What follows belongs to an exercise in optimizing a design on an open flow for small area, a short achievable clock period and few clock cycles per item; a production flow would make more cautious choices.
The RTL was checked by simulation tests, not by an equivalence proof against the original design.
No activity file was given, so power comes from the tool's default toggle rates.

## flow/design.v (module list and top-level ports; edited modules follow where they fit)
// module fp32_mul: 94 lines
// module mul24_rows: 1592 lines
// module fp32_add: 87 lines
// module tone_biquad: 131 lines
module tone_biquad (
    input  wire         clk,
    input  wire         rst,
    input  wire         cmd_valid,
    output wire         cmd_ready,
    input  wire [1:0]   cmd_op,
    input  wire [159:0] cmd_data,
    output wire         y_valid,
    input  wire         y_ready,
    output wire [31:0]  y
);
  // ...
==> flow/run.sh <==
#!/bin/bash
# synth_recipe.tcl (not shown) runs the flow's synth.tcl, then flattens the netlist and writes it again
# the make line also repeats each setting of config.mk as NAME=value (left out here)
make -C /OpenROAD-flow-scripts/flow DESIGN_CONFIG=/design/flow/config.mk WORK_HOME=/design/flow/orfs CLKGATE_MAP_FILE= SYNTH_SCRIPT=/design/flow/synth_recipe.tcl finish
==> flow/config.mk <==
export PLATFORM = sky130hd
export DESIGN_NAME = tone_biquad
export DESIGN_NICKNAME = tone_biquad
export VERILOG_FILES = /design/flow/design.v
export SDC_FILE = /design/flow/constraint.sdc
export NUM_CORES = 4
export LEC_CHECK = 0
export CAP_MARGIN = 20
export CORE_MARGIN = 2
export CORE_UTILIZATION = 40
export SLEW_MARGIN = 20
==> flow/constraint.sdc <==
create_clock -name core_clock -period 17.5 [get_ports {clk}]
set_input_delay 3.5000 -clock core_clock [delete_from_list [all_inputs] [get_ports {clk}]]
set_output_delay 3.5000 -clock core_clock [all_outputs]
set_load 0.01 [all_outputs]
==> summary.txt, run 1 <==
top cell type's share of synthesized area=17.9%; outcome=timing/DRC/antenna clean; Non-Filler Instances=around 10k; met3 wire length=around 20 mm; met2 WL=about 130 mm; worst skew pair latency=around 0.72 ns; Max Used Layer=met5; asr flop ratio synth=0%; Layout area overhead=11.1%; FMAX=a little under 90 MHz; Comb power frac=roughly two thirds; setup tns final=0 ns; Crit path arrival time=11.89 ns; largest family of logic cells by synthesized area=simple AND/OR/NAND/NOR gates; top cells by count, synth=nand2_1 (1110), nor2_1 (894), inv_1 (799), a21oi_1 (653), fa_1 (492); WL per Instance=27.2 um; post-synthesis cell count=~7.9k; Post-DP HPWL=214 mm; clk buf depth=3; fin util=between 40 and 50%; Die W=408 um; multi-input logic area=around 42000 sq um; multi-input gate share of the layout cell area=between 50% and 60%; Slew @ Worst Pin=around 1.1 ns; WHS Path Cells=0
Testbench counts, summed over its fixed seeds: cycles 14,544, items 2,048.
==> run 2: changes to the inputs <==
==> flow/flow/run.sh (new file) <==
#!/bin/bash
# Standard layout, with timing repair aiming at 11 ns of setup slack
# (a shorter achieved period) instead of 0. Constraints are unchanged.
set -euo pipefail
export SETUP_SLACK_MARGIN=11
bash standard.sh > standard.log 2>&1
==> flow/standard.sh (new file) <==
#!/bin/bash
# synth_recipe.tcl (not shown) runs the flow's synth.tcl, then flattens the netlist and writes it again
# the make line also repeats each setting of config.mk as NAME=value (left out here)
make -C /OpenROAD-flow-scripts/flow DESIGN_CONFIG=/design/flow/config.mk WORK_HOME=/design/flow/orfs CLKGATE_MAP_FILE= SYNTH_SCRIPT=/design/flow/synth_recipe.tcl "${@:-finish}"
removed: flow/run.sh
==> summary.txt, run 2 <==
Largest Register=u_mul.r1_s; register area share after synthesis=approximately 28%; RePlAce Congestion=approximately 1.0; fillers=roughly 15k; Worst-path clk slew=around 0.060 ns; type of the worst min-delay path=flip-flop to flip-flop; setup tns final=0 ns (unchanged); RSZ-0062 raised after global routing=true; top cell type's share of synthesized area=17.9% (unchanged); Netlist Area Pre-Place=between 60000 and 70000 sq um; WL per Instance=27.2 um (about the same); asr flop ratio synth=0% (unchanged); Layout area overhead=23.1%; commonest non-fill, non-tap cell in the layout=nand2_1; Routed WL=approximately 290 mm; Crit-path slowest cell=a222oi_1; flops & latches, synth=725; P per Cell Area=between 150 and 200 nW/um^2; Non-Filler Instances=10.6k (+4.4%); CP Capture Type=flip-flop; syn_area_per_cell=slightly above 8 sq um; first-iteration detailed-routing DRC count=between 6k and 7k; Sink Count=a little over 700; nets=between 9k and 10k; critical path required time=roughly 18 ns; leakage power=roughly 0.033 uW; worst clock skew=around 0.047 ns; TritonCTS buffer count=85; post-synthesis cell count=7892 (unchanged); library cells used by synthesis=around 130; htree depth=3; antenna violations before repair=20; Slew HR=about a fifth; min cycle time layout=8.15 ns; max-slew violation count=0; Tcrit/Tclk final=roughly 47%; clk buf depth=3 (unchanged); hold violation count in the final report=0; most used cell, CP=a21oi_2; max reg flops=47; # IOs=200; crit-path max cell delay=around 0.49 ns; core box area=approximately 160000 sq um; routed via count=roughly 63k; post-synth net total=about 9k; TritonCTS clock tree=done; PortBufs=199; drt via density=between 5 and 6; Post-route DRC=0; top-count cell post-synth=nand2_1; Crit path arrival time=8.56 ns (-3.33 ns); Worst Setup Start Kind=flip-flop; Initial Utilization=approximately two fifths; ranking of synthesized cells by area=edfxtp_1 (18%), fa_1 (15%), dfxtp_1 (10%), nand2_1 (6.4%), nor2_1 (5.1%); ANT nets after route=0; EDFF count, synth=approximately 390; pin count of the biggest net entering global routing=191; final setup fails=0; CP max FO=16; vias in the first global route=~61k; Post-DP HPWL=207 mm (-2.9%); first-pass GRT wire length=between 400 and 500 mm; top cells by count, synth=nand2_1 (1110), nor2_1 (894), inv_1 (799), a21oi_1 (653), fa_1 (492); GRT Residual Overflow=0; CP Class=flip-flop to flip-flop; leading area contributor after synthesis=edfxtp_1; max-cap viol count=0; outcome=timing/DRC/antenna clean; Rows=roughly 150; root buffer cell=clkbuf_16; share of cells above drive strength 1=between 10% and 20%; biggest regs=u_mul.r1_s: 47 flops, u_mul.r1_c: 46 flops; yosys warns=3; Post-Place Cells=~9.9k; most frequent cells in the layout=nand2_1 (1076), nor2_1 (867), inv_1 (786); Total GRT Usage=between 30% and 40%; Die W=408 um (unchanged); main flop type after synthesis=edfxtp_1; Die Height=a little over 400 um; VDD IR max=around 0.15 mV; FMAX=123 MHz (+41%); Slew @ Worst Pin=1.18 ns (+0.119 ns); DRT Pass-1 Iters=8; worst skew pair latency=0.70 ns (-0.02 ns); die area=~170000 sq um
run 2: report_power, final:
part / switching, uW / internal [uW]
sequential: 395 / 2330
combinational: 6890 / 4150
clock: 795 / 1170
run 2: logic make-up (layout without fill, tap and decap cells):
logic type | count (synthesis) | in the layout | synth area share [%]
AND/OR/NAND/NOR | 2795 | 2800 | 19.1
AO/OA/AOI/OAI | 1831 | 1838 | 17.9
buffers and inverters | 1298 | 1772 | 7.63
flip-flops | 725 | 725 | 28.2
adder cells (fa/ha/maj) | 699 | 699 | 19.0
multiplexers | 277 | 277 | 4.60
XOR/XNOR | 267 | 267 | 3.58
other | 0 | 5 | 0
run 2: repair_timing:
action	CTS	global route
buffers inserted	314	110
endpoints found under the hold margin	0	0
pin swaps	145	101
setup endpoints to repair	146	114
gates cloned	36	5
resized for setup	537	204
hold buffers	0	0
run 2: critical path, delay by kind of cell (launching register included):
family	cells	cell delay (ns)
AOI/OAI and AO/OA	19	3.72
DFF	1	0.35
muxes	1	0.06
adders and majority gates	3	0.64
and+or+nand+nor	11	1.97
xor gates and xnor gates	1	0.16
buffers and inverters	8	0.95
run 2: final timing paths:
path	from	to	slack (ns)	depth (start not counted)
setup / recovery	ph[2]	u_add.r_s[25]	9.35	43
hold / removal	u_mul.r1_e[0]	u_mul.r2_e[0]	0.42	0
setup reg to reg	ph[2]	u_add.r_s[25]	9.35	43
hold reg to reg	u_mul.r1_e[0]	u_mul.r2_e[0]	0.42	0
run 2: stage by stage:
stage | area (sq um) | utilization (%) | worst slack (ns) | power (uW) | hold WS (ns)
after floorplan | 66200 | - | 9.71 | 8540 | 0.400
after global placement | 70100 | 43.2 | 6.29 | 11900 | 0.406
after detailed placement | 70100 | 43.2 | 6.25 | 11900 | 0.405
after CTS | 78500 | 48.3 | 9.52 | 15100 | 0.421
after global routing | 80400 | 49.5 | 9.04 | 16600 | 0.427
final | 80400 | 49.5 | 9.35 | 15700 | 0.418
run 2: layer usage:
metal / share of wire (%) / track usage (%) / wire length [um] / vias up
met1: 37 / 39.2 / 105000 / 30709
met4: 9.6 / 25.3 / 27400 / 22
li1: - / - / - / 27831
met5: 0.049 / 0 / 140 / -
met3: 8.1 / 5.75 / 23300 / 998
met2: 46 / 54.6 / 132000 / 3218
run 2: layout make-up:
type | count | area (sq um) | share of cell area [%]
antenna | 5 | 12.5 | 0.0156
clock inverter | 55 | 777 | 0.967
tap | 2175 | 2720 | 3.39
clock buffer | 104 | 2330 | 2.90
sequential | 725 | 18400 | 22.9
inverter | 804 | 3040 | 3.78
multi-input combinational | 5881 | 45000 | 56.0
timing repair buffer | 809 | 8060 | 10.0
==> run 3: changes to the inputs <==
==> flow/flow/run.sh (replaced) <==
#!/bin/bash
# Standard layout, with timing repair aiming at 7 ns of setup slack
# (a shorter achieved period) instead of 0. Constraints are unchanged.
set -euo pipefail
export SETUP_SLACK_MARGIN=7
bash standard.sh > standard.log 2>&1
==> summary.txt, run 3 <==
RePlAce Congestion=1.01 (-1.8%); GRT Residual Overflow=0 (unchanged); top cells by count, synth=nand2_1 (1110), nor2_1 (894), inv_1 (799), a21oi_1 (653), fa_1 (492); setup tns final=0 ns (unchanged); root buffer cell=clkbuf_16; top-count cell post-synth=nand2_1; post-synth net total=8755 (unchanged); share of cells above drive strength 1=7.19% (-10 points); Post-route DRC=0 (unchanged); EDFF count, synth=389 (unchanged); htree depth=3 (unchanged); Sink Count=725 (unchanged); Crit-path slowest cell=fa_1; Routed WL=276 mm (-4.1%); P per Cell Area=191 nW/um^2 (-2.7%); max reg flops=47 (unchanged); nets=8723 (-4.9%); register area share after synthesis=28.2% (unchanged); Die W=408 um (unchanged); main flop type after synthesis=edfxtp_1; VDD IR max=0.163 mV (+11%); most used cell, CP=a21oi_1; Die Height=408 um (unchanged); core box area=162000 sq um (unchanged); # IOs=200 (unchanged); total power=13800 uW (-12%); Post-Place Cells=9943 (+0.14%); post-synthesis cell count=7892 (unchanged); vias in the first global route=58.7k (-3.6%); FMAX=101 MHz (-18%); type of the worst min-delay path=flip-flop to flip-flop; min cycle time layout=9.93 ns (+1.78 ns); Initial Utilization=40.2% (unchanged); TritonCTS clock tree=done; Netlist Area Pre-Place=65300 sq um (unchanged); max-slew violation count=0 (unchanged); asr flop ratio synth=0% (unchanged); Area after DPL=69700 sq um (-0.65%); hold violation count in the final report=0 (unchanged); worst skew pair latency=0.72 ns (+0.02 ns); fillers=16.1k (+4.5%); Non-Filler Instances=10.1k (-4.2%); Layout area overhead=11.2%; die area=167000 sq um (unchanged); syn_area_per_cell=8.28 sq um (unchanged); pin count of the biggest net entering global routing=112 (-41%); antenna violations before repair=15 (-25%); flops & latches, synth=725 (unchanged); ranking of synthesized cells by area=edfxtp_1 (18%), fa_1 (15%), dfxtp_1 (10%), nand2_1 (6.4%), nor2_1 (5.1%); worst clock skew=0.0438 ns (-0.00343 ns); leading area contributor after synthesis=edfxtp_1; drt via density=5.94 (-0.11%); CP Capture Type=flip-flop; ANT nets after route=0 (unchanged); Total GRT Usage=32.3% (-1.1 points); post-route cell area=72600 sq um (-9.6%); commonest non-fill, non-tap cell in the layout=nand2_1; yosys warns=3 (unchanged); RSZ-0062 raised after global routing=true; crit-path max cell delay=0.85 ns (+0.36 ns); CP Class=flip-flop to flip-flop; leakage power=0.0298 uW (-10%); Slew HR=28.5% (+8.0 points); CP max FO=16 (unchanged); Rows=148 (unchanged); Slew @ Worst Pin=1.06 ns (-0.118 ns); Worst Setup Start Kind=flip-flop; clk buf depth=3 (unchanged); outcome=timing/DRC/antenna clean; max-cap viol count=0 (unchanged); first-pass GRT wire length=399 mm (-3.1%); library cells used by synthesis=126 (unchanged); DRT Pass-1 Iters=9 (+1); PortBufs=199 (unchanged); Largest Register=u_mul.r1_s; Tcrit/Tclk final=56.8% (+10 points); critical path required time=17.92 ns (about the same); Worst-path clk slew=0.07 ns (about the same); Post-DP HPWL=214 mm (+3.0%); final setup fails=0 (unchanged); routed via count=60.1k (-4.3%); biggest regs=u_mul.r1_s: 47 flops, u_mul.r1_c: 46 flops; Crit path arrival time=10.35 ns (+1.79 ns); TritonCTS buffer count=85 (unchanged); top cell type's share of synthesized area=17.9% (unchanged); first-iteration detailed-routing DRC count=6459 (-6.8%); WL per Instance=27.2 um (about the same); most frequent cells in the layout=nand2_1 (1107), nor2_1 (891), inv_1 (797)
-- run 3: cell counts after synthesis --
Identical to the previous run, type by type.
-- run 3: area by class of cell --
class,instances,area [sq um],area share (%)
clock buffers,105,2310,3.19
repair buffers,373,3320,4.56
inverters,804,3030,4.17
clock inverters,54,564,0.777
well taps,2175,2720,3.75
multi-input cells,5871,42300,58.2
flip-flops and latches,725,18400,25.4
diodes,9,22.5,0.0310
-- run 3: report_power, final --
| group | internal (uW) | switching (uW) |
|---|---|---|
| registers | 2330 | 456 |
| clock network | 1040 | 812 |
| logic | 3080 | 6130 |
| total | 6450 | 7400 |
-- run 3: per-stage QoR --
stage                     utilization, %  setup slack [ns]  hold slack (ns)
after floorplan                        -              8.85            0.400
after global placement              42.9              6.07            0.406
after detailed placement            42.9              6.23            0.405
after CTS                           44.7              7.00            0.419
after global routing                44.7              6.97            0.425
final                               44.7              7.57            0.419
-- run 3: worst max-delay path: cells and delay by family, from the launching register on --
kind	cells	cell delay, ns
DFF	1	0.47
and+or+nand+nor	7	1.30
adders and majority gates	4	1.75
buffers and inverters	5	0.90
xor gates and xnor gates	1	0.17
muxes	1	0.33
AOI/OAI and AO/OA	21	4.71
-- run 3: repair_timing --
item,4_1_cts,5_1_grt
gates resized for setup,3,14
hold endpoints to repair,0,0
pin swaps,2,2
setup endpoints to repair,29,29
setup buffers,1,2
hold buffers,0,0
cloned,1,1
-- run 3: path summary, 6_finish.rpt --
path / from / endpoint / slack, ns / depth (start not counted)
setup / recovery: w1[23] / u_add.r_s[25] / 7.57 / 39
setup reg to reg: w1[23] / u_add.r_s[25] / 7.57 / 39
hold / removal: u_mul.r1_e[8] / u_mul.r2_e[8] / 0.42 / 0
hold reg to reg: u_mul.r1_e[8] / u_mul.r2_e[8] / 0.42 / 0
-- run 3: cells by family after synthesis --
| logic type | after synthesis | synth area share, % |
|---|---|---|
| and+or+nand+nor | 2795 | 19.1 |
| AOI/OAI and AO/OA | 1831 | 17.9 |
| buffers and inverters | 1298 | 7.63 |
| DFF | 725 | 28.2 |
| adders and majority gates | 699 | 19.0 |
| muxes | 277 | 4.60 |
| xor gates and xnor gates | 267 | 3.58 |
-- run 3: layer usage --
layer  wire [um]  vias up  GRT usage (%)  part of all wire, %
met2      130000     2835           54.0                   47
li1            -    26923              -                    -
met3       20000      786           5.39                  7.2
met5          93        -              0                0.034
met4       19800       14           19.2                  7.2
met1      106000    29524           39.2                   38
==> module fp32_mul, before the edit <==
module fp32_mul (
    input  wire        clk,
    input  wire        en,
    input  wire [31:0] a,
    input  wire [31:0] b,
    output reg  [31:0] y
);
    wire [7:0]  ea = a[30:23], eb = b[30:23];
    wire        a_nan  = (&ea) & (|a[22:0]);
    wire        b_nan  = (&eb) & (|b[22:0]);
    wire        a_inf  = (&ea) & ~(|a[22:0]);
    wire        b_inf  = (&eb) & ~(|b[22:0]);
    wire        a_zero = ~(|a[30:0]);
    wire        b_zero = ~(|b[30:0]);
    wire        ah = |ea, bh = |eb;
    wire [23:0] ma = {ah, a[22:0]};
    wire [23:0] mb = {bh, b[22:0]};
    function [4:0] lzc24;
        input [23:0] v;
        integer k;
        begin
            lzc24 = 5'd24;
            for (k = 0; k < 24; k = k + 1)
                if (v[k]) lzc24 = 5'd23 - k[4:0];
        end
    endfunction
    wire [4:0]  lza = ah ? 5'd0 : lzc24(ma);
    wire [4:0]  lzb = bh ? 5'd0 : lzc24(mb);
    wire [5:0]  lz  = {1'b0, lza} + {1'b0, lzb};
    wire signed [10:0] es = $signed({3'b0, ea[7:1], ea[0] | ~ah}) +
                            $signed({3'b0, eb[7:1], eb[0] | ~bh}) - 11'sd127;
    wire signed [10:0] e46 = es - $signed({5'b0, lz});
    wire        nrm = (e46 >= 11'sd1);
    wire signed [10:0] sh0 = nrm ? $signed({5'b0, lz}) : es;
    wire signed [7:0]  sh  = (sh0 < -11'sd25) ? -8'sd25 : sh0[7:0];
    wire        sy = a[31] ^ b[31];
    wire        snan = a_nan | b_nan | (a_inf & b_zero) | (b_inf & a_zero);
    wire        sinf = a_inf | b_inf;
    wire        szero = a_zero | b_zero;
    wire [47:0] rs, rc;
    mul24_rows u_rows (.a(ma), .b(mb), .s(rs), .c(rc));
    reg [47:0]  r1_s, r1_c;
    reg [7:0]   r1_sh;
    reg [8:0]   r1_e;       
    reg         r1_nrm, r1_sy, r1_nan, r1_inf, r1_zero;
    always @(posedge clk) if (en) begin
        r1_s    <= rs;
        r1_c    <= rc;
        r1_sh   <= sh;
        r1_e    <= e46[8:0];
        r1_nrm  <= nrm;
        r1_sy   <= sy;
        r1_nan  <= snan;
        r1_inf  <= sinf;
        r1_zero <= szero;
    end
    wire [47:0] p    = r1_s + r1_c;
    wire [93:0] wide = {p, 46'd0};
    wire [6:0]  t    = 7'd46 - r1_sh[6:0];           
    wire [93:0] wsh  = wide >> t;
    wire [25:0] q    = wsh[47:22];
    wire signed [7:0] kb = 8'sd22 - $signed(r1_sh);
    wire [5:0]  k    = kb[7] ? 6'd0 : kb[5:0];       
    wire [47:0] lowm = ~(48'hFFFF_FFFF_FFFF << k);
    wire        s22  = |(p & lowm);
    reg [25:0]  r2_q;
    reg [8:0]   r2_e;
    reg         r2_s22, r2_nrm, r2_sy, r2_nan, r2_inf, r2_zero;
    always @(posedge clk) if (en) begin
        r2_q    <= q;
        r2_s22  <= s22;
        r2_e    <= r1_e;
        r2_nrm  <= r1_nrm;
        r2_sy   <= r1_sy;
        r2_nan  <= r1_nan;
        r2_inf  <= r1_inf;
        r2_zero <= r1_zero;
    end
    wire        c    = r2_q[25] | ~r2_nrm;
    wire [23:0] m    = c ? r2_q[25:2] : r2_q[24:1];
    wire        g    = c ? r2_q[1] : r2_q[0];
    wire        st   = c ? (r2_q[0] | r2_s22) : r2_s22;
    wire [8:0]  e    = r2_e + {8'd0, r2_q[25]};
    wire [30:0] mag  = r2_nrm ? {e[7:0], m[22:0]} : {7'd0, m};
    wire        rup  = g & (st | m[0]);
    wire [30:0] magr = mag + {30'd0, rup};
    wire        ovf  = r2_nrm & (e >= 9'd255);
    wire [31:0] res = r2_nan  ? 32'h7FC0_0000 :
                      r2_inf  ? {r2_sy, 8'hFF, 23'd0} :
                      r2_zero ? {r2_sy, 31'd0} :
                      ovf     ? {r2_sy, 8'hFF, 23'd0} :
                      {r2_sy, magr};
    always @(posedge clk) if (en) y <= res;
endmodule
==> module fp32_add, before the edit <==
module fp32_add (
    input  wire        clk,
    input  wire        en,
    input  wire [31:0] a,
    input  wire [31:0] b,
    input  wire        sub,
    output reg  [31:0] y
);
    wire        sa = a[31];
    wire        sb = b[31] ^ sub;
    wire [7:0]  ea = a[30:23], eb = b[30:23];
    wire        a_nan = (&ea) & (|a[22:0]);
    wire        b_nan = (&eb) & (|b[22:0]);
    wire        a_inf = (&ea) & ~(|a[22:0]);
    wire        b_inf = (&eb) & ~(|b[22:0]);
    wire        ah = |ea, bh = |eb;
    wire [7:0]  xa = {ea[7:1], ea[0] | ~ah};
    wire [7:0]  xb = {eb[7:1], eb[0] | ~bh};
    wire [23:0] ma = {ah, a[22:0]};
    wire [23:0] mb = {bh, b[22:0]};
    wire [8:0]  dab = {1'b0, xa} - {1'b0, xb};
    wire [7:0]  dba = xb - xa;
    wire        ge  = ~dab[8];                    
    wire [7:0]  d   = ge ? dab[7:0] : dba;
    wire [23:0] mp  = ge ? ma : mb;
    wire [23:0] mq  = ge ? mb : ma;
    wire [7:0]  xp  = ge ? xa : xb;
    wire        sp  = ge ? sa : sb;
    wire        sq  = ge ? sb : sa;
    wire        esub = sa ^ sb;
    wire [26:0] aq0  = {mq, 3'b000};
    wire        big  = |d[7:5];
    wire [26:0] aqs  = aq0 >> d[4:0];
    wire        lost = big ? (|mq) : |(aq0 & ~(27'h7FF_FFFF << d[4:0]));
    wire [26:0] aq   = big ? {26'd0, |mq} : {aqs[26:1], aqs[0] | lost};
    wire [26:0] ap   = {mp, 3'b000};
    wire [27:0] s1   = esub ? ({1'b0, ap} - {1'b0, aq}) : ({1'b0, ap} + {1'b0, aq});
    wire [23:0] s2   = mb - ma;
    wire        neg  = esub & s1[27];
    wire [27:0] s    = neg ? {1'b0, s2, 3'b000} : s1;
    wire        sr   = neg ? sq : sp;
    wire        snan = a_nan | b_nan | (a_inf & b_inf & esub);
    wire        sinf = a_inf | b_inf;
    wire        sinfs = a_inf ? sa : sb;
    reg [27:0]  r_s;
    reg [7:0]   r_xp;
    reg         r_sr, r_nan, r_inf, r_infs, r_zs;
    always @(posedge clk) if (en) begin
        r_s    <= s;
        r_xp   <= xp;
        r_sr   <= sr;
        r_nan  <= snan;
        r_inf  <= sinf;
        r_infs <= sinfs;
        r_zs   <= sa & sb;
    end
    wire [7:0]  xm1  = r_xp - 8'd1;
    wire [31:0] mk   = (xm1 < 8'd27) ? (32'h0400_0000 >> xm1[4:0]) : 32'd0;
    wire [31:0] zv   = {r_s[26:0] | mk[26:0], 5'b11111};
    function [4:0] lzc32;
        input [31:0] v;
        reg   [4:0]  n;
        reg   [31:0] t;
        begin
            t = v; n = 5'd0;
            if (t[31:16] == 16'd0) begin n[4] = 1'b1; t = {t[15:0], 16'd0}; end
            if (t[31:24] == 8'd0)  begin n[3] = 1'b1; t = {t[23:0], 8'd0};  end
            if (t[31:28] == 4'd0)  begin n[2] = 1'b1; t = {t[27:0], 4'd0};  end
            if (t[31:30] == 2'd0)  begin n[1] = 1'b1; t = {t[29:0], 2'd0};  end
            if (t[31] == 1'b0)     n[0] = 1'b1;
            lzc32 = n;
        end
    endfunction
    wire [4:0]  lsh  = lzc32(zv);
    wire [26:0] sl   = r_s[26:0] << lsh;
    wire [26:0] sn   = r_s[27] ? {r_s[27:2], r_s[1] | r_s[0]} : sl;
    wire [8:0]  en_  = r_s[27] ? ({1'b0, r_xp} + 9'd1) : ({1'b0, r_xp} - {4'd0, lsh});
    wire [7:0]  ef   = sn[26] ? en_[7:0] : 8'd0;
    wire        rup  = sn[2] & (sn[1] | sn[0] | sn[3]);
    wire [30:0] magr = {ef, sn[25:3]} + {30'd0, rup};
    wire [31:0] res = r_nan ? 32'h7FC0_0000 :
                      r_inf ? {r_infs, 8'hFF, 23'd0} :
                      (r_s == 28'd0) ? {r_zs, 31'd0} :
                      (en_ >= 9'd255) ? {r_sr, 8'hFF, 23'd0} :
                      {r_sr, magr};
    always @(posedge clk) if (en) y <= res;
endmodule
==> module tone_biquad, before the edit <==
module tone_biquad (
    input  wire         clk,
    input  wire         rst,
    input  wire         cmd_valid,
    output wire         cmd_ready,
    input  wire [1:0]   cmd_op,
    input  wire [159:0] cmd_data,
    output wire         y_valid,
    input  wire         y_ready,
    output wire [31:0]  y
);
    localparam [31:0] C_03 = 32'h3E99_999A;
    function [31:0] scl;
        input [31:0] v;
        input        k2;                
        reg   [7:0]  e;
        reg   [23:0] m, f;
        reg          g, st;
        reg   [1:0]  sh;
        begin
            e = v[30:23];
            m = {|e, v[22:0]};
            sh = (k2 && e != 8'd2) ? 2'd2 : 2'd1;
            f  = (sh == 2'd2) ? {2'b00, m[23:2]} : {1'b0, m[23:1]};
            g  = (sh == 2'd2) ? m[1] : m[0];
            st = (sh == 2'd2) ? m[0] : 1'b0;
            f  = f + {23'd0, g & (st | f[0])};
            if (&e)
                scl = v;
            else if (e > {6'd0, k2, ~k2})
                scl = {v[31], e - {6'd0, k2, ~k2}, v[22:0]};
            else
                scl = {v[31], 7'd0, f};
        end
    endfunction
    function [31:0] dbl;
        input [31:0] v;
        begin
            if (&v[30:23])
                dbl = v;
            else if (v[30:23] == 8'd254)
                dbl = {v[31], 8'hFF, 23'd0};
            else if (v[30:23] == 8'd0)
                dbl = {v[31], v[29:0], 1'b0};
            else
                dbl = {v[31], v[30:23] + 8'd1, v[22:0]};
        end
    endfunction
    reg  [31:0] rS0, rS1, rS2, rS3, rG;
    always @(posedge clk) begin
        rS0 <= scl(cmd_data[31:0], 1'b1);
        rS1 <= scl(cmd_data[63:32], 1'b0);
        rS2 <= scl(cmd_data[95:64], 1'b1);
        rS3 <= cmd_data[127:96];
        rG  <= cmd_data[159:128];
    end
    reg  [6:0]  ph;             
    reg  [3:0]  v;
    reg         rdy, ex, ex_set;
    reg         yv, sv;
    reg  [31:0] yr, sk;
    reg  [31:0] b0, a1, a2, w1, w2, w3, xr;
    wire        adv = ~sv;
    wire        start = ph[6] & cmd_valid & (cmd_op == 2'd0) & ~rdy;
    wire [6:0]  ph_n = adv ? {ph[5:0], ph[6]} : ph;
    wire [3:0]  v_n  = (adv & ph[6]) ? {v[2:0], start} : v;
    assign cmd_ready = rdy;
    assign y_valid   = yv;
    assign y         = yr;
    wire [31:0] ao, mo;
    wire [31:0] aa = ph[0] ? rS0 : ph[6] ? xr : ao;
    wire [31:0] ab = ({32{ph[0]}} & rS1) |
                     ({32{ph[1] | ph[4] | ph[6]}} & mo) |
                     ({32{ph[2]}} & rS2) |
                     ({32{ph[3]}} & dbl(w1)) |
                     ({32{ph[5]}} & w3);
    wire        asub = ph[1] | ph[6];
    wire [31:0] ma = ({32{ph[0]}} & b0) |
                     ({32{ph[1]}} & C_03) |
                     ({32{ph[3]}} & a1) |
                     ({32{ph[5]}} & a2) |
                     ({32{ph[6] | ph[2] | ph[4]}} & rG);
    wire [31:0] mb = ph[1] ? rS3 : ph[5] ? w2 : (ph[3] & ~v[2]) ? w1 : ao;
    fp32_add u_add (.clk(clk), .en(adv), .a(aa), .b(ab), .sub(asub), .y(ao));
    fp32_mul u_mul (.clk(clk), .en(adv), .a(ma), .b(mb), .y(mo));
    wire        arr  = adv & v[3] & ph[3];           
    wire        take = yv & y_ready;
    always @(posedge clk) begin
        if (rst) begin
            ph <= 7'd1; v <= 4'd0;
            rdy <= 1'b0; ex <= 1'b0; ex_set <= 1'b0;
            yv <= 1'b0; sv <= 1'b0;
            b0 <= 32'd0; a1 <= 32'd0; a2 <= 32'd0;
            w1 <= 32'd0; w2 <= 32'd0;
        end else begin
            ph <= ph_n;
            v  <= v_n;
            ex     <= ~rdy & cmd_valid & (cmd_op == 2'd1 || cmd_op == 2'd2) &
                      (v_n == 4'd0);
            ex_set <= cmd_op == 2'd1;
            rdy    <= (ph_n[5] & v_n[0]) |
                      (~rdy & cmd_valid & (cmd_op != 2'd0) &
                       ((cmd_op == 2'd3) | (v_n == 4'd0)));
            if (arr) begin
                if (~yv | take) begin
                    yr <= mo; yv <= 1'b1;
                end else begin
                    sk <= mo; sv <= 1'b1;
                end
            end else if (take) begin
                if (sv) begin
                    yr <= sk; sv <= 1'b0;
                end else begin
                    yv <= 1'b0;
                end
            end
            if (ex) begin
                w1 <= 32'd0; w2 <= 32'd0;
                if (ex_set) begin
                    b0 <= cmd_data[31:0]; a1 <= cmd_data[63:32]; a2 <= cmd_data[95:64];
                end
            end else if (adv & v[2] & ph[3]) begin
                w1 <= ao; w2 <= w1;
            end
        end
    end
    always @(posedge clk) begin
        if (adv & v[2] & ph[3]) w3 <= w2;
        if (adv & v[1] & ph[2]) xr <= mo;
    end
endmodule
==> run 4: changes to the inputs <==
--- a/flow/design.v
+++ b/flow/design.v
@@ -15,24 +15,27 @@
     wire        ah = |ea, bh = |eb;
     wire [23:0] ma = {ah, a[22:0]};
     wire [23:0] mb = {bh, b[22:0]};
-    function [4:0] lzc24;
-        input [23:0] v;
-        integer k;
+    function [4:0] lzc32;
+        input [31:0] v;
+        reg   [4:0]  n;
+        reg   [31:0] t;
         begin
-            lzc24 = 5'd24;
-            for (k = 0; k < 24; k = k + 1)
-                if (v[k]) lzc24 = 5'd23 - k[4:0];
+            t = v; n = 5'd0;
+            if (t[31:16] == 16'd0) begin n[4] = 1'b1; t = {t[15:0], 16'd0}; end
+            if (t[31:24] == 8'd0)  begin n[3] = 1'b1; t = {t[23:0], 8'd0};  end
+            if (t[31:28] == 4'd0)  begin n[2] = 1'b1; t = {t[27:0], 4'd0};  end
+            if (t[31:30] == 2'd0)  begin n[1] = 1'b1; t = {t[29:0], 2'd0};  end
+            if (t[31] == 1'b0)     n[0] = 1'b1;
+            lzc32 = n;
         end
     endfunction
-    wire [4:0]  lza = ah ? 5'd0 : lzc24(ma);
-    wire [4:0]  lzb = bh ? 5'd0 : lzc24(mb);
-    wire [5:0]  lz  = {1'b0, lza} + {1'b0, lzb};
+    wire [4:0]  lz  = ~ah ? lzc32({ma, 8'hFF}) : ~bh ? lzc32({mb, 8'hFF}) : 5'd0;
     wire signed [10:0] es = $signed({3'b0, ea[7:1], ea[0] | ~ah}) +
                             $signed({3'b0, eb[7:1], eb[0] | ~bh}) - 11'sd127;
-    wire signed [10:0] e46 = es - $signed({5'b0, lz});
-    wire        nrm = (e46 >= 11'sd1);
-    wire signed [10:0] sh0 = nrm ? $signed({5'b0, lz}) : es;
-    wire signed [7:0]  sh  = (sh0 < -11'sd25) ? -8'sd25 : sh0[7:0];
+    wire signed [10:0] e46 = es - $signed({6'b0, lz});
+    wire        nrm = es > $signed({6'b0, lz});       
+    wire signed [7:0]  sh  = nrm ? {3'b0, lz} :
+                             (es < -11'sd25) ? -8'sd25 : es[7:0];
     wire        sy = a[31] ^ b[31];
     wire        snan = a_nan | b_nan | (a_inf & b_zero) | (b_inf & a_zero);
     wire        sinf = a_inf | b_inf;
@@ -54,7 +57,45 @@
         r1_inf  <= sinf;
         r1_zero <= szero;
     end
-    wire [47:0] p    = r1_s + r1_c;
+    function [47:0] pfx_add48;
+        input [47:0] x, y;
+        input        cin;
+        reg   [47:0] g, p, g0, p0;
+        integer l, i, j;
+        begin
+            g0 = x & y; p0 = x ^ y;
+            g = g0; p = p0;
+            g[0] = g0[0] | (p0[0] & cin);
+            for (l = 0; l < 6; l = l + 1)
+                for (i = 0; i < 48; i = i + 1)
+                    if ((i >> l) & 1) begin
+                        j = ((i >> l) << l) - 1;
+                        g[i] = g[i] | (p[i] & g[j]);
+                        p[i] = p[i] & p[j];
+                    end
+            pfx_add48 = p0 ^ {g[46:0], cin};
+        end
+    endfunction
+    function [30:0] pfx_add31;
+        input [30:0] x, y;
+        input        cin;
+        reg   [30:0] g, p, g0, p0;
+        integer l, i, j;
+        begin
+            g0 = x & y; p0 = x ^ y;
+            g = g0; p = p0;
+            g[0] = g0[0] | (p0[0] & cin);
+            for (l = 0; l < 5; l = l + 1)
+                for (i = 0; i < 31; i = i + 1)
+                    if ((i >> l) & 1) begin
+                        j = ((i >> l) << l) - 1;
+                        g[i] = g[i] | (p[i] & g[j]);
+                        p[i] = p[i] & p[j];
+                    end
+            pfx_add31 = p0 ^ {g[29:0], cin};
+        end
+    endfunction
+    wire [47:0] p    = pfx_add48(r1_s, r1_c, 1'b0);
     wire [93:0] wide = {p, 46'd0};
     wire [6:0]  t    = 7'd46 - r1_sh[6:0];           
     wire [93:0] wsh  = wide >> t;
@@ -83,7 +124,7 @@
     wire [8:0]  e    = r2_e + {8'd0, r2_q[25]};
     wire [30:0] mag  = r2_nrm ? {e[7:0], m[22:0]} : {7'd0, m};
     wire        rup  = g & (st | m[0]);
-    wire [30:0] magr = mag + {30'd0, rup};
+    wire [30:0] magr = pfx_add31(mag, 31'd0, rup);
     wire        ovf  = r2_nrm & (e >= 9'd255);
     wire [31:0] res = r2_nan  ? 32'h7FC0_0000 :
                       r2_inf  ? {r2_sy, 8'hFF, 23'd0} :
@@ -1707,22 +1748,50 @@
     wire [8:0]  dab = {1'b0, xa} - {1'b0, xb};
     wire [7:0]  dba = xb - xa;
     wire        ge  = ~dab[8];                    
-    wire [7:0]  d   = ge ? dab[7:0] : dba;
     wire [23:0] mp  = ge ? ma : mb;
-    wire [23:0] mq  = ge ? mb : ma;
     wire [7:0]  xp  = ge ? xa : xb;
     wire        sp  = ge ? sa : sb;
     wire        sq  = ge ? sb : sa;
     wire        esub = sa ^ sb;
-    wire [26:0] aq0  = {mq, 3'b000};
-    wire        big  = |d[7:5];
-    wire [26:0] aqs  = aq0 >> d[4:0];
-    wire        lost = big ? (|mq) : |(aq0 & ~(27'h7FF_FFFF << d[4:0]));
-    wire [26:0] aq   = big ? {26'd0, |mq} : {aqs[26:1], aqs[0] | lost};
+    function [26:0] align;
+        input [23:0] m;
+        input [7:0]  d;
+        reg   [26:0] m0, ms;
+        reg          lost;
+        begin
+            m0   = {m, 3'b000};
+            ms   = m0 >> d[4:0];
+            lost = |(m0 & ~(27'h7FF_FFFF << d[4:0]));
+            if (|d[7:5])
+                align = {26'd0, |m};
+            else
+                align = {ms[26:1], ms[0] | lost};
+        end
+    endfunction
+    function [27:0] pfx_add;
+        input [27:0] x, y;
+        input        cin;
+        reg   [27:0] g, p, g0, p0;
+        integer l, i, j;
+        begin
+            g0 = x & y; p0 = x ^ y;
+            g = g0; p = p0;
+            g[0] = g0[0] | (p0[0] & cin);
+            for (l = 0; l < 5; l = l + 1)
+                for (i = 0; i < 28; i = i + 1)
+                    if ((i >> l) & 1) begin
+                        j = ((i >> l) << l) - 1;
+                        g[i] = g[i] | (p[i] & g[j]);
+                        p[i] = p[i] & p[j];
+                    end
+            pfx_add = p0 ^ {g[26:0], cin};
+        end
+    endfunction
+    wire [26:0] aq   = ge ? align(mb, dab[7:0]) : align(ma, dba);
     wire [26:0] ap   = {mp, 3'b000};
-    wire [27:0] s1   = esub ? ({1'b0, ap} - {1'b0, aq}) : ({1'b0, ap} + {1'b0, aq});
+    wire [27:0] s1   = pfx_add({1'b0, ap}, {1'b0, aq} ^ {28{esub}}, esub);
     wire [23:0] s2   = mb - ma;
-    wire        neg  = esub & s1[27];
+    wire        neg  = esub & (xa == xb) & (mb > ma);
     wire [27:0] s    = neg ? {1'b0, s2, 3'b000} : s1;
     wire        sr   = neg ? sq : sp;
     wire        snan = a_nan | b_nan | (a_inf & b_inf & esub);
@@ -1740,6 +1809,25 @@
         r_infs <= sinfs;
         r_zs   <= sa & sb;
     end
+    function [30:0] pfx_add31;
+        input [30:0] x, y;
+        input        cin;
+        reg   [30:0] g, p, g0, p0;
+        integer l, i, j;
+        begin
+            g0 = x & y; p0 = x ^ y;
+            g = g0; p = p0;
+            g[0] = g0[0] | (p0[0] & cin);
+            for (l = 0; l < 5; l = l + 1)
+                for (i = 0; i < 31; i = i + 1)
+                    if ((i >> l) & 1) begin
+                        j = ((i >> l) << l) - 1;
+                        g[i] = g[i] | (p[i] & g[j]);
+                        p[i] = p[i] & p[j];
+                    end
+            pfx_add31 = p0 ^ {g[29:0], cin};
+        end
+    endfunction
     wire [7:0]  xm1  = r_xp - 8'd1;
     wire [31:0] mk   = (xm1 < 8'd27) ? (32'h0400_0000 >> xm1[4:0]) : 32'd0;
     wire [31:0] zv   = {r_s[26:0] | mk[26:0], 5'b11111};
@@ -1763,7 +1851,7 @@
     wire [8:0]  en_  = r_s[27] ? ({1'b0, r_xp} + 9'd1) : ({1'b0, r_xp} - {4'd0, lsh});
     wire [7:0]  ef   = sn[26] ? en_[7:0] : 8'd0;
     wire        rup  = sn[2] & (sn[1] | sn[0] | sn[3]);
-    wire [30:0] magr = {ef, sn[25:3]} + {30'd0, rup};
+    wire [30:0] magr = pfx_add31({ef, sn[25:3]}, 31'd0, rup);
     wire [31:0] res = r_nan ? 32'h7FC0_0000 :
                       r_inf ? {r_infs, 8'hFF, 23'd0} :
                       (r_s == 28'd0) ? {r_zs, 31'd0} :
@@ -1783,27 +1871,43 @@
     output wire [31:0]  y
 );
     localparam [31:0] C_03 = 32'h3E99_999A;
+    function [23:0] pfx_add24;
+        input [23:0] x, y;
+        input        cin;
+        reg   [23:0] g, p, g0, p0;
+        integer l, i, j;
+        begin
+            g0 = x & y; p0 = x ^ y;
+            g = g0; p = p0;
+            g[0] = g0[0] | (p0[0] & cin);
+            for (l = 0; l < 5; l = l + 1)
+                for (i = 0; i < 24; i = i + 1)
+                    if ((i >> l) & 1) begin
+                        j = ((i >> l) << l) - 1;
+                        g[i] = g[i] | (p[i] & g[j]);
+                        p[i] = p[i] & p[j];
+                    end
+            pfx_add24 = p0 ^ {g[22:0], cin};
+        end
+    endfunction
     function [31:0] scl;
         input [31:0] v;
         input        k2;                
         reg   [7:0]  e;
-        reg   [23:0] m, f;
-        reg          g, st;
-        reg   [1:0]  sh;
+        reg   [23:0] m, f1, f2;
         begin
-            e = v[30:23];
-            m = {|e, v[22:0]};
-            sh = (k2 && e != 8'd2) ? 2'd2 : 2'd1;
-            f  = (sh == 2'd2) ? {2'b00, m[23:2]} : {1'b0, m[23:1]};
-            g  = (sh == 2'd2) ? m[1] : m[0];
-            st = (sh == 2'd2) ? m[0] : 1'b0;
-            f  = f + {23'd0, g & (st | f[0])};
+            e  = v[30:23];
+            m  = {|e, v[22:0]};
+            f1 = pfx_add24({1'b0, m[23:1]}, 24'd0, m[0] & m[1]);
+            f2 = pfx_add24({2'b00, m[23:2]}, 24'd0, m[1] & (m[0] | m[2]));
             if (&e)
                 scl = v;
             else if (e > {6'd0, k2, ~k2})
                 scl = {v[31], e - {6'd0, k2, ~k2}, v[22:0]};
+            else if (k2 && e != 8'd2)
+                scl = {v[31], 7'd0, f2};
             else
-                scl = {v[31], 7'd0, f};
+                scl = {v[31], 7'd0, f1};
         end
     endfunction
     function [31:0] dbl;
@@ -1833,6 +1937,7 @@
     reg         yv, sv;
     reg  [31:0] yr, sk;
     reg  [31:0] b0, a1, a2, w1, w2, w3, xr;
+    reg  [31:0] w1d;            
     wire        adv = ~sv;
     wire        start = ph[6] & cmd_valid & (cmd_op == 2'd0) & ~rdy;
     wire [6:0]  ph_n = adv ? {ph[5:0], ph[6]} : ph;
@@ -1845,7 +1950,7 @@
     wire [31:0] ab = ({32{ph[0]}} & rS1) |
                      ({32{ph[1] | ph[4] | ph[6]}} & mo) |
                      ({32{ph[2]}} & rS2) |
-                     ({32{ph[3]}} & dbl(w1)) |
+                     ({32{ph[3]}} & w1d) |
                      ({32{ph[5]}} & w3);
     wire        asub = ph[1] | ph[6];
     wire [31:0] ma = ({32{ph[0]}} & b0) |
@@ -1864,7 +1969,7 @@
             rdy <= 1'b0; ex <= 1'b0; ex_set <= 1'b0;
             yv <= 1'b0; sv <= 1'b0;
             b0 <= 32'd0; a1 <= 32'd0; a2 <= 32'd0;
-            w1 <= 32'd0; w2 <= 32'd0;
+            w1 <= 32'd0; w2 <= 32'd0; w1d <= 32'd0;
         end else begin
             ph <= ph_n;
             v  <= v_n;
@@ -1888,12 +1993,12 @@
                 end
             end
             if (ex) begin
-                w1 <= 32'd0; w2 <= 32'd0;
+                w1 <= 32'd0; w2 <= 32'd0; w1d <= 32'd0;
                 if (ex_set) begin
                     b0 <= cmd_data[31:0]; a1 <= cmd_data[63:32]; a2 <= cmd_data[95:64];
                 end
             end else if (adv & v[2] & ph[3]) begin
-                w1 <= ao; w2 <= w1;
+                w1 <= ao; w2 <= w1; w1d <= dbl(ao);
             end
         end
     end
==> flow/flow/run.sh (replaced) <==
#!/bin/bash
# Standard layout, with timing repair aiming at 11 ns of setup slack
# (a shorter achieved period) instead of 0. Constraints are unchanged.
set -euo pipefail
export SETUP_SLACK_MARGIN=11
bash standard.sh > standard.log 2>&1
--- a/flow/config.mk
+++ b/flow/config.mk
@@ -5,6 +5,7 @@
 export SDC_FILE = /design/flow/constraint.sdc
 export NUM_CORES = 4
 export LEC_CHECK = 0
+export ABC_AREA = 1
 export CAP_MARGIN = 20
 export CORE_MARGIN = 2
 export CORE_UTILIZATION = 40
==> summary.txt, run 4 <==
top cell type's share of synthesized area=18.4% (+0.56 points); Largest Register=u_mul.r1_s; worst clock skew=0.0690 ns (+0.0252 ns); Netlist Area Pre-Place=63300 sq um (-3.0%); Tcrit/Tclk final=36.9% (-20 points); ranking of synthesized cells by area=edfxtp_1 (18%), fa_1 (16%), dfxtp_1 (12%), nand2_1 (9.7%), inv_1 (7.5%); asr flop ratio synth=0% (unchanged); register area share after synthesis=30.0% (+1.9 points); Crit path arrival time=6.96 ns (-3.39 ns); Routed WL=274 mm (-0.56%); worst skew pair latency=0.75 ns (+0.03 ns); routed via count=61.5k (+2.3%); R2R depth=19 (-51%); vias in the first global route=59.2k (+0.75%); CP max FO=23 (+7); flops & latches, synth=756 (+4.3%); # IOs=200 (unchanged); most used cell, CP=fa_1; CP delay by family, top=adder cells; drt via density=5.67 (-4.5%); Slew HR=19.8% (-8.7 points); pin count of the biggest net entering global routing=196 (+75%); Non-Filler Instances=10.8k (+7.2%); worst path buffer plus inverter count=9 (+4); DRT Pass-1 Iters=7 (-2); post-synthesis cell count=8442 (+7.0%); critical path depth=19 (-51%); Worst-path clk slew=0.07 ns (about the same); first-pass GRT wire length=394 mm (-1.3%); biggest regs=u_mul.r1_s: 47 flops, u_mul.r1_c: 46 flops; pre-CTS setup slack=8.13 ns (+1.90 ns); post-synth net total=9323 (+6.5%); leading area contributor after synthesis=edfxtp_1; yosys warns=3 (unchanged); outcome=timing/DRC/antenna clean; Die W=402 um (-1.5%); Crit-path slowest cell=fa_2; TritonCTS buffer count=88 (+3.5%); Initial Utilization=40.1% (-0.084 points); top-count cell post-synth=nand2_1; hold violation count in the final report=0 (unchanged); max reg flops=47 (unchanged); antenna violations before repair=11 (-4); hold-fix buffers at CTS=0 (unchanged); FMAX=155 MHz (+54%); WHS Path Cells=0 (unchanged); top cells by count, synth=nand2_1 (1633), inv_1 (1270), nor2_1 (1104), o21ai_0 (783), fa_1 (497); leakage power=0.0336 uW (+13%); Post-DP HPWL=206 mm (-3.6%); critical path required time=18.01 ns (+0.09 ns); ANT nets after route=0 (unchanged); Die Height=402 um (-1.5%); root buffer cell=clkbuf_16; core box area=158000 sq um (-2.8%); CP Class=flip-flop to flip-flop; type of the worst min-delay path=flip-flop to flip-flop; RePlAce Congestion=1.04 (+3.1%); TritonCTS clock tree=done; PortBufs=199 (unchanged); Worst Slack Setup Final=11.05 ns (+3.48 ns); GRT Residual Overflow=0 (unchanged); fillers=15.7k (-2.2%); CP Capture Type=flip-flop; Post-route DRC=0 (unchanged); share of cells above drive strength 1=10.7% (+3.5 points); FF+latch area=19000 sq um (+3.4%); Slew @ Worst Pin=1.19 ns (+0.134 ns); syn_area_per_cell=7.50 sq um (-9.3%); Sink Count=756 (+4.3%); setup tns final=0 ns (unchanged); Total GRT Usage=33.0% (+0.62 points); multi-input logic area=39500 sq um (-6.5%); final setup fails=0 (unchanged); die area=162000 sq um (-3.0%); VDD IR max=0.329 mV (+100%); Rows=146 (-1.4%); htree depth=3 (unchanged); first-iteration detailed-routing DRC count=7083 (+9.7%); EDFF count, synth=389 (unchanged); Post-Place Cells=10.5k (+5.1%); max-cap viol count=0 (unchanged); Layout area overhead=18.1%; commonest non-fill, non-tap cell in the layout=nand2_1; nets=9572 (+9.7%); RSZ-0062 raised after global routing=true; WL per Instance=25.3 um (-7.2%); worst path cell trace=buf_12, nor3_4, buf_6, inv_1, buf_8, a21oi_2, buf_4, inv_1, nand2_1, fa_1, fa_1, fa_1, inv_1, fa_1, inv_1, fa_1, fa_1, inv_1, fa_2; library cells used by synthesis=71 (-44%); crit-path max cell delay=0.75 ns (-0.10 ns); max-slew violation count=0 (unchanged); Worst Setup Start Kind=flip-flop; clk buf depth=3 (unchanged); min cycle time layout=6.45 ns (-3.48 ns); main flop type after synthesis=edfxtp_1; most frequent cells in the layout=nand2_1 (1586), inv_1 (1231), nor2_1 (1066); P per Cell Area=196 nW/um^2 (+3.1%)
run 4: cell types whose count changed after synthesis, moves of 51 or more:
| cell | previous run | this run |
|---|---|---|
| nand2_1 | 1110 | 1633 |
| inv_1 | 799 | 1270 |
| o21ai_0 | 350 | 783 |
| nand3_1 | 161 | 436 |
| a21oi_1 | 653 | 400 |
| nor2_1 | 894 | 1104 |
| mux2i_1 | 209 | 28 |
| xnor2_1 | 173 | 55 |
| nand2b_1 | 68 | 0 |
| clkbuf_1 | 387 | 320 |
| and3_1 | 56 | 0 |
| a21o_1 | 57 | 6 |
| a221oi_1 | 23 | 74 |
run 4: cell families (layout without fill, tap and decap cells):
family	after synthesis	count (layout)	share of synthesized area [%]
AOI/OAI and AO/OA	1604	1604	14.3
xor gates and xnor gates	153	153	2.12
adders and majority gates	715	715	20.0
buffers and inverters	1712	2031	10.3
DFF	756	756	30.0
muxes	31	31	0.496
other	0	3	0
and+or+nand+nor	3471	3476	22.7
run 4: layer usage:
layer	GRT usage (%)	wire length [um]
met1	40.8	104000
met5	0	13
met2	52.0	122000
met4	24.2	24600
met3	5.51	23100
run 4: path summary, 6_finish.rpt:
kind                             startpoint        endpoint  slack [ns]
worst max-delay path                  ph[6]  u_mul.r1_c[29]       11.05
worst max register to register        ph[6]  u_mul.r1_c[29]       11.05
worst min-delay path            u_mul.r1_sy     u_mul.r2_sy        0.40
worst min register to register  u_mul.r1_sy     u_mul.r2_sy        0.40
run 4: layout make-up:
class | instances | area share (%)
Antenna cell | 3 | 0.0100
Clock buffer | 108 | 3.25
Clock inverter | 57 | 0.838
Inverter | 1317 | 6.84
Multi-Input combinational cell | 5979 | 52.8
Sequential cell | 756 | 25.5
Tap cell | 2072 | 3.46
Timing Repair Buffer | 543 | 7.33
Timing Repair inverter | 6 | 0.0468
run 4: per-stage QoR:
step	hold WS [ns]	area (sq um)	utilization [%]	power [uW]
finish	0.399	74800	47.4	14700
floorplan	0.400	63400	-	8120
global placement	0.401	67500	42.8	11700
global route	0.407	74800	47.4	15600
detailed placement	0.406	67600	42.8	11700
CTS	0.411	72500	46.0	14100
run 4: repair_timing:
item,CTS,global route
setup buffers,74,117
pin swaps,40,104
cloned,18,12
gates resized for setup,275,291
endpoints found under the setup margin,150,110
run 4: power by group:
group | switching, uW | total, uW | internal, uW
logic | 6750 | 9970 | 3210
registers | 338 | 2800 | 2460
clock network | 833 | 1930 | 1100
run 4: worst register-to-register path, delay by kind of cell (launching register included):
kind	cells	cell delay, ns
fa+ha+maj	7	3.70
buf+inv	9	1.53
simple gates	2	0.49
flops	1	0.36
compound gates	1	0.17
Testbench counts of run 4, summed over its fixed seeds: cycles 14,544, items 2,048.
==> run 5: changes to the inputs <==
==> flow/flow/run.sh (replaced) <==
#!/bin/bash
# Standard layout, with timing repair aiming at 12.5 ns of setup slack
# (a shorter achieved period) instead of 0. Constraints are unchanged.
set -euo pipefail
export SETUP_SLACK_MARGIN=12.5
bash standard.sh > standard.log 2>&1
==> summary.txt, run 5 <==
yosys warns=3 (unchanged); FMAX=161 MHz (+3.9%); fillers=14.6k (-7.2%); first-pass GRT wire length=428 mm (+8.6%); Worst-path clk slew=0.07 ns (about the same); Netlist Area Pre-Place=63300 sq um (unchanged); # IOs=200 (unchanged); most used cell, CP=nand2_2; Worst Setup Start Kind=flip-flop; register area share after synthesis=30.0% (unchanged); total power=16500 uW (+12%); Post-Place Cells=10.4k (-0.11%); reg-to-reg endpoint=u_add.r_s[17]; top cells by count, synth=nand2_1 (1633), inv_1 (1270), nor2_1 (1104), o21ai_0 (783), fa_1 (497); flop-to-flop setup slack=11.29 ns (+0.24 ns); share of cells above drive strength 1=25.8% (+15 points); top cell type's share of synthesized area=18.4% (unchanged); library cells used by synthesis=71 (unchanged); post-synthesis cell count=8442 (unchanged); syn_area_per_cell=7.50 sq um (unchanged); EDFF count, synth=389 (unchanged); pin count of the biggest net entering global routing=106 (-46%); die area=162000 sq um (unchanged); main flop type after synthesis=edfxtp_1; top-count cell post-synth=nand2_1; met3 wire length=28.0 mm (+21%); final setup fails=0 (unchanged); post-synth net total=9323 (unchanged); Slew @ Worst Pin=1.16 ns (-0.0392 ns); Non-Filler Instances=11.4k (+4.8%); Post-route DRC=0 (unchanged); critical register-to-register path startpoint=ph[0]; antenna violations before repair=17 (+6); Die W=402 um (unchanged); Tcrit/Tclk final=35.5% (-1.4 points); WL per Instance=26.4 um (+4.3%); DRT Pass-1 Iters=8 (+1); GRT Residual Overflow=0 (unchanged); ranking of synthesized cells by area=edfxtp_1 (18%), fa_1 (16%), dfxtp_1 (12%), nand2_1 (9.7%), inv_1 (7.5%); asr flop ratio synth=0% (unchanged); CP max FO=6 (-74%); vias in the first global route=63.9k (+7.9%); Total GRT Usage=35.9% (+2.9 points); met1 wire length=107 mm (+3.5%); PortBufs=199 (unchanged); root buffer cell=clkbuf_16; VDD IR max=0.354 mV (+7.7%); Initial Utilization=40.1% (unchanged); Routed WL=300 mm (+9.4%); RePlAce Congestion=1.00 (-3.7%); Die Height=402 um (unchanged); biggest regs=u_mul.r1_s: 47 flops, u_mul.r1_c: 46 flops; htree depth=3 (unchanged); TritonCTS buffer count=87 (-1.1%); core box area=158000 sq um (unchanged); flops & latches, synth=756 (unchanged); Max Used Layer=met5; critical path required time=17.98 ns (-0.03 ns); type of the worst min-delay path=flip-flop to flip-flop; Post-DP HPWL=206 mm (+0.19%); crit-path max cell delay=0.43 ns (-0.32 ns); CP Capture Type=flip-flop; worst skew pair latency=0.77 ns (+0.02 ns); Largest Register=u_mul.r1_s; P per Cell Area=194 nW/um^2 (-1.2%); first-iteration detailed-routing DRC count=7289 (+2.9%); setup tns final=0 ns (unchanged); Layout area overhead=34.1%; WHS Path Cells=0 (unchanged); hold worst-path end=u_mul.r2_zero; TritonCTS clock tree=done; min cycle time layout=6.21 ns (-0.244 ns); leakage power=0.0376 uW (+12%); worst clock skew=0.0918 ns (+0.0228 ns); max-cap viol count=0 (unchanged); Crit path arrival time=6.68 ns (-0.28 ns); Slew HR=23.0% (+3.1 points); Sink Count=756 (unchanged); hold violation count in the final report=0 (unchanged); clk buf depth=3 (unchanged); commonest non-fill, non-tap cell in the layout=nand2_1; max-slew violation count=0 (unchanged); nets=10.1k (+5.4%); hold wc startpoint=u_mul.r1_zero; hold-fix buffers at CTS=0 (unchanged); R2R depth=40 (+21); RSZ-0062 raised after global routing=true; max reg flops=47 (unchanged); Rows=146 (unchanged); leading area contributor after synthesis=edfxtp_1; most frequent cells in the layout=nand2_1 (1432), inv_1 (1037), nor2_1 (982); outcome=timing/DRC/antenna clean; ANT nets after route=0 (unchanged); drt via density=5.77 (+1.7%); CP Class=flip-flop to flip-flop; routed via count=65.5k (+6.6%); Crit-path slowest cell=fa_2; met2 WL=134 mm (+9.4%)
-- run 5: worst max-delay path by stage --
stage	start	endpoint	slack (ns)	depth (start not counted)
finish	ph[0]	u_add.r_s[17]	11.29	40
global route	ph[0]	u_add.r_s[17]	11.11	42
CTS	ph[0]	u_add.r_s[17]	11.37	40
detailed placement	ph[0]	u_add.r_s[17]	8.93	37
global placement	ph[0]	u_add.r_s[17]	8.83	36
floorplan	ph[6]	u_add.r_s[17]	11.73	39
-- run 5: layout make-up --
type	count	area [sq um]	share of cell area, %
clock buffers	110	2320	2.74
inverters	1317	5320	6.27
clock inverters	54	637	0.750
repair buffers	1049	11100	13.1
flip-flops and latches	756	19100	22.4
well taps	2072	2590	3.05
repair inverters	13	106	0.125
diodes	9	22.5	0.0265
multi-input cells	5986	43700	51.5
-- run 5: routing by layer --
layer	GRT usage, %	up-vias
met4	28.2	14
met1	42.5	31537
li1	-	28945
met5	0	-
met2	56.8	3790
met3	7.44	1261
-- run 5: metrics by stage --
stage	worst slack (ns)	instance area, sq um	utilization, %	hold WS [ns]
after floorplan	11.73	65600	-	0.400
after global placement	8.83	68700	43.5	0.402
after detailed placement	8.93	68800	43.6	0.405
after CTS	11.37	81000	51.3	0.375
after global routing	11.11	84900	53.8	0.397
final	11.29	84900	53.8	0.383
-- run 5: kinds of logic after synthesis --
| kind of cell | Yosys count | synth area share, % |
|---|---|---|
| muxes | 31 | 0.496 |
| DFF | 756 | 30.0 |
| and+or+nand+nor | 3471 | 22.7 |
| adders and majority gates | 715 | 20.0 |
| xor gates and xnor gates | 153 | 2.12 |
| buffers and inverters | 1712 | 10.3 |
| AOI/OAI and AO/OA | 1604 | 14.3 |
-- run 5: where the power goes --
group          internal, uW  switching, uW  total, uW
clock                  1070            843       1910
sequential             2460            342       2810
combinational          4250           7520      11800
-- run 5: repair_timing --
action	CTS	global route
resized for setup	1220	702
setup buffers	521	172
pin swaps	369	369
gates cloned	51	8
setup endpoints to repair	347	293
-- run 5: worst max-delay path, delay by kind of cell (launching register included) --
family / cells / cell delay (ns)
buffers and inverters: 7 / 0.74
xor gates and xnor gates: 3 / 0.43
and+or+nand+nor: 19 / 1.87
adders and majority gates: 4 / 1.17
AOI/OAI and AO/OA: 7 / 1.28
DFF: 1 / 0.41
==> run 6: changes to the inputs <==
==> flow/flow/run.sh (replaced) <==
#!/bin/bash
# Standard layout, with timing repair aiming at 11 ns of setup slack
# (a shorter achieved period) instead of 0. Constraints are unchanged.
set -euo pipefail
export SETUP_SLACK_MARGIN=11
bash standard.sh > standard.log 2>&1
--- a/flow/config.mk
+++ b/flow/config.mk
@@ -8,5 +8,5 @@
 export ABC_AREA = 1
 export CAP_MARGIN = 20
 export CORE_MARGIN = 2
-export CORE_UTILIZATION = 40
+export CORE_UTILIZATION = 55
 export SLEW_MARGIN = 20
==> summary.txt, run 6 <==
outcome=timing/DRC/antenna clean; vias in the first global route=59.4k (-7.0%); Post-DP HPWL=195 mm (-5.6%); syn_area_per_cell=7.50 sq um (unchanged); critical path required time=17.93 ns (-0.05 ns); root buffer cell=clkbuf_16; Initial Utilization=55.4% (+15 points); RePlAce Congestion=1.04 (+3.7%); Largest Register=u_mul.r1_s; WL per Instance=25.7 um (-2.3%); yosys warns=3 (unchanged); crit-path max cell delay=1.00 ns (+0.57 ns); TritonCTS buffer count=83 (-4.6%); share of power burned in registers=20.0% (+3.0 points); Worst Slack Setup Final=10.84 ns (-0.456 ns); CP max FO=53 (+47); final setup fails=0 (unchanged); Non-Filler Instances=10.2k (-9.9%); Comb power frac=66.8% (-4.6 points); Post-route DRC=0 (unchanged); # IOs=200 (unchanged); most frequent cells in the layout=nand2_1 (1603), inv_1 (1233), nor2_1 (1074); Worst Setup Start Kind=flip-flop; Slew @ Worst Pin=1.31 ns (+0.151 ns); routed via count=63.3k (-3.4%); CP Class=flip-flop to flip-flop; leading area contributor after synthesis=edfxtp_1; type of the worst min-delay path=flip-flop to flip-flop; nets=9535 (-5.5%); worst hold slack=0.419 ns (+0.0354 ns); Crit path arrival time=7.09 ns (+0.41 ns); FMAX=150 MHz (-6.8%); EDFF count, synth=389 (unchanged); ranking of synthesized cells by area=edfxtp_1 (18%), fa_1 (16%), dfxtp_1 (12%), nand2_1 (9.7%), inv_1 (7.5%); ANT nets after route=0 (unchanged); flops & latches, synth=756 (unchanged); drt via density=6.18 (+7.2%); Setup crit start=ph[0]; hold-fix buffers at CTS=0 (unchanged); GRT Residual Overflow=0 (unchanged); max-slew violation count=0 (unchanged); CP Capture Type=flip-flop; P per Cell Area=193 nW/um^2 (-0.71%); TritonCTS clock tree=done; PortBufs=199 (unchanged); share of cells above drive strength 1=9.88% (-16 points); most used cell, CP=nand2_1; hold wc startpoint=u_mul.r1_zero; Post-Place Cells=9881 (-5.4%); post-synthesis cell count=8442 (unchanged); sw frac=53.9% (+1.1 points); pin count of the biggest net entering global routing=102 (-3.8%); Global Route met2 Usage=63.2% (+6.4 points); GR peak layer=met2; min cycle time layout=6.66 ns (+0.456 ns); Die Height=343 um (-15%); Slew HR=12.9% (-10 points); worst skew pair latency=0.71 ns (-0.06 ns); Tcrit/Tclk final=38.1% (+2.6 points); hold violation count in the final report=0 (unchanged); Rows=124 (-15%); Crit-path slowest cell=a221oi_1; post-synth net total=9323 (unchanged); fillers=9734 (-33%); commonest non-fill, non-tap cell in the layout=nand2_1; library cells used by synthesis=71 (unchanged); clock share of power=13.1% (+1.5 points); Total GRT Usage=43.5% (+7.6 points); Sink Count=756 (unchanged); register area share after synthesis=30.0% (unchanged); critical register-to-register path startpoint=ph[0]; Netlist Area Pre-Place=63300 sq um (unchanged); worst clock skew=0.0645 ns (-0.0273 ns); fin util=64.2% (+10 points); Die W=343 um (-15%); Layout area overhead=15.8%; core box area=114000 sq um (-28%); Routed WL=264 mm (-12%); top cells by count, synth=nand2_1 (1633), inv_1 (1270), nor2_1 (1104), o21ai_0 (783), fa_1 (497); RSZ-0062 raised after global routing=true; pre-CTS setup slack=8.17 ns (-0.766 ns); top-count cell post-synth=nand2_1; first-iteration detailed-routing DRC count=9288 (+27%); DRT Pass-1 Iters=8 (unchanged); main flop type after synthesis=edfxtp_1; antenna violations before repair=15 (-2); biggest regs=u_mul.r1_s: 47 flops, u_mul.r1_c: 46 flops; sw power=7620 uW (-13%); Worst-path clk slew=0.07 ns (about the same); leakage power=0.0333 uW (-12%); GR Util met1=58.1% (+16 points); top cell type's share of synthesized area=18.4% (unchanged); first-pass GRT wire length=379 mm (-11%); max-cap viol count=0 (unchanged); asr flop ratio synth=0% (unchanged); die area=118000 sq um (-27%); setup tns final=0 ns (unchanged); VDD IR max=0.216 mV (-39%); Internal=6520 uW (-16%); clk buf depth=3 (unchanged); htree depth=3 (unchanged); max reg flops=47 (unchanged); M3 GR Usage=12.8% (+5.4 points)
==> run 6: cell counts after synthesis <==
Identical to the previous run, type by type.
==> run 6: per-stage QoR <==
step | total power, uW | cell area (sq um)
floorplan | 8120 | 63400
global placement | 11100 | 66700
detailed placement | 11200 | 66700
CTS | 13300 | 71100
global route | 15000 | 73300
finish | 14100 | 73400
==> run 6: final cells by class <==
class	instances	area, sq um	area share, %
diodes	8	20.0	0.0273
clock buffers	111	2390	3.26
clock inverters	43	495	0.675
inverters	1317	5110	6.96
multi-input cells	5979	39400	53.7
flip-flops and latches	756	19000	26.0
well taps	1512	1890	2.58
repair buffers	507	4960	6.76
repair inverters	10	58.8	0.0802
==> run 6: critical path, delay by kind of cell (launching register included) <==
kind | cells | cell delay, ns
simple gates | 11 | 1.10
buf+inv | 4 | 0.76
compound gates | 8 | 2.88
mux | 1 | 0.23
flops | 1 | 0.39
xor+xnor | 2 | 0.36
fa+ha+maj | 2 | 0.62
==> run 6: timing repair <==
action                     4_1_cts  5_1_grt
pin swaps                       24       72
cloned                          14       14
setup endpoints to repair      167      127
setup buffers                   58      113
gates resized for setup        232      252
==> run 6: cell families (layout without fill, tap and decap cells) <==
group                      after synthesis  in the layout  synth area share (%)
other                                    0              8                     0
AOI/OAI and AO/OA                     1604           1605                  14.3
buffers and inverters                 1712           1988                  10.3
DFF                                    756            756                  30.0
adders and majority gates              715            715                  20.0
xor gates and xnor gates               153            153                  2.12
and+or+nand+nor                       3471           3475                  22.7
muxes                                   31             31                 0.496
==> run 6: metal layers <==
layer	part of all wire (%)	up-vias
met1	38	29862
met4	7.0	14
li1	-	27775
met3	14	1066
met5	0.058	-
met2	41	4609
==> run 6: final timing paths <==
check                   to  slack [ns]  depth (start not counted)
max          u_add.r_s[17]       10.84                         28
min          u_mul.r2_zero        0.42                          0
max reg2reg  u_add.r_s[17]       10.84                         28
min reg2reg  u_mul.r2_zero        0.42                          0
==> run 6: power groups by stage <==
stage          Sequential, uW  Combinational, uW  Clock (uW)
5_1_grt                  2840              10200        1920
3_5_place_dp             2850               8330           0
4_1_cts                  2820               8670        1860
3_3_place_gp             2850               8230           0
6_report                 2830               9450        1850
2_1_floorplan            2610               5510           0

afterwards: timing with drivers on the ports:
In the flow no input, the clock included, has a driving cell. The finished layouts below were timed again as built, in two steps.
Step 1 (the two cells are an assumption about what drives the block):
set clk [get_ports {clk}]
set_driving_cell -lib_cell sky130_fd_sc_hd__clkbuf_16 $clk
set_driving_cell -lib_cell sky130_fd_sc_hd__buf_2 [delete_from_list [all_inputs] $clk]
Step 2 adds t to the input delays and takes it off the output delays; t is the mean of the earliest and latest rising clock arrival at the registers after step 1. Input paths then give back, and output paths get back, about the clock's delay inside the block.
Slacks: ideal ports / drivers / drivers and shift; pairs: ideal ports / drivers.
run	t, ns	setup slack, ns	clock arrival spread, ns	worst register clock-pin slew, ns	worst data-port slew with drivers (ns)
run 1	0.776	6.029 / 6.029 / 6.029	0.048 / 0.048	0.08 / 0.08	0.15
run 2	0.763	9.349 / 9.349 / 9.349	0.048 / 0.048	0.07 / 0.07	0.20
run 3	0.782	7.567 / 7.567 / 7.567	0.047 / 0.047	0.08 / 0.08	0.15
run 4	0.796	11.050 / 11.050 / 10.513	0.074 / 0.073	0.07 / 0.07	0.18
run 5	0.808	11.294 / 11.294 / 11.159	0.091 / 0.092	0.07 / 0.07	0.13
run 6	0.761	10.838 / 10.838 / 10.505	0.065 / 0.066	0.07 / 0.07	0.08
After both steps setup and hold are still met in every run listed. For run 4, which loses most, drivers alone change the setup slack by 0.000 ns; drivers and shift together by -0.537 ns.
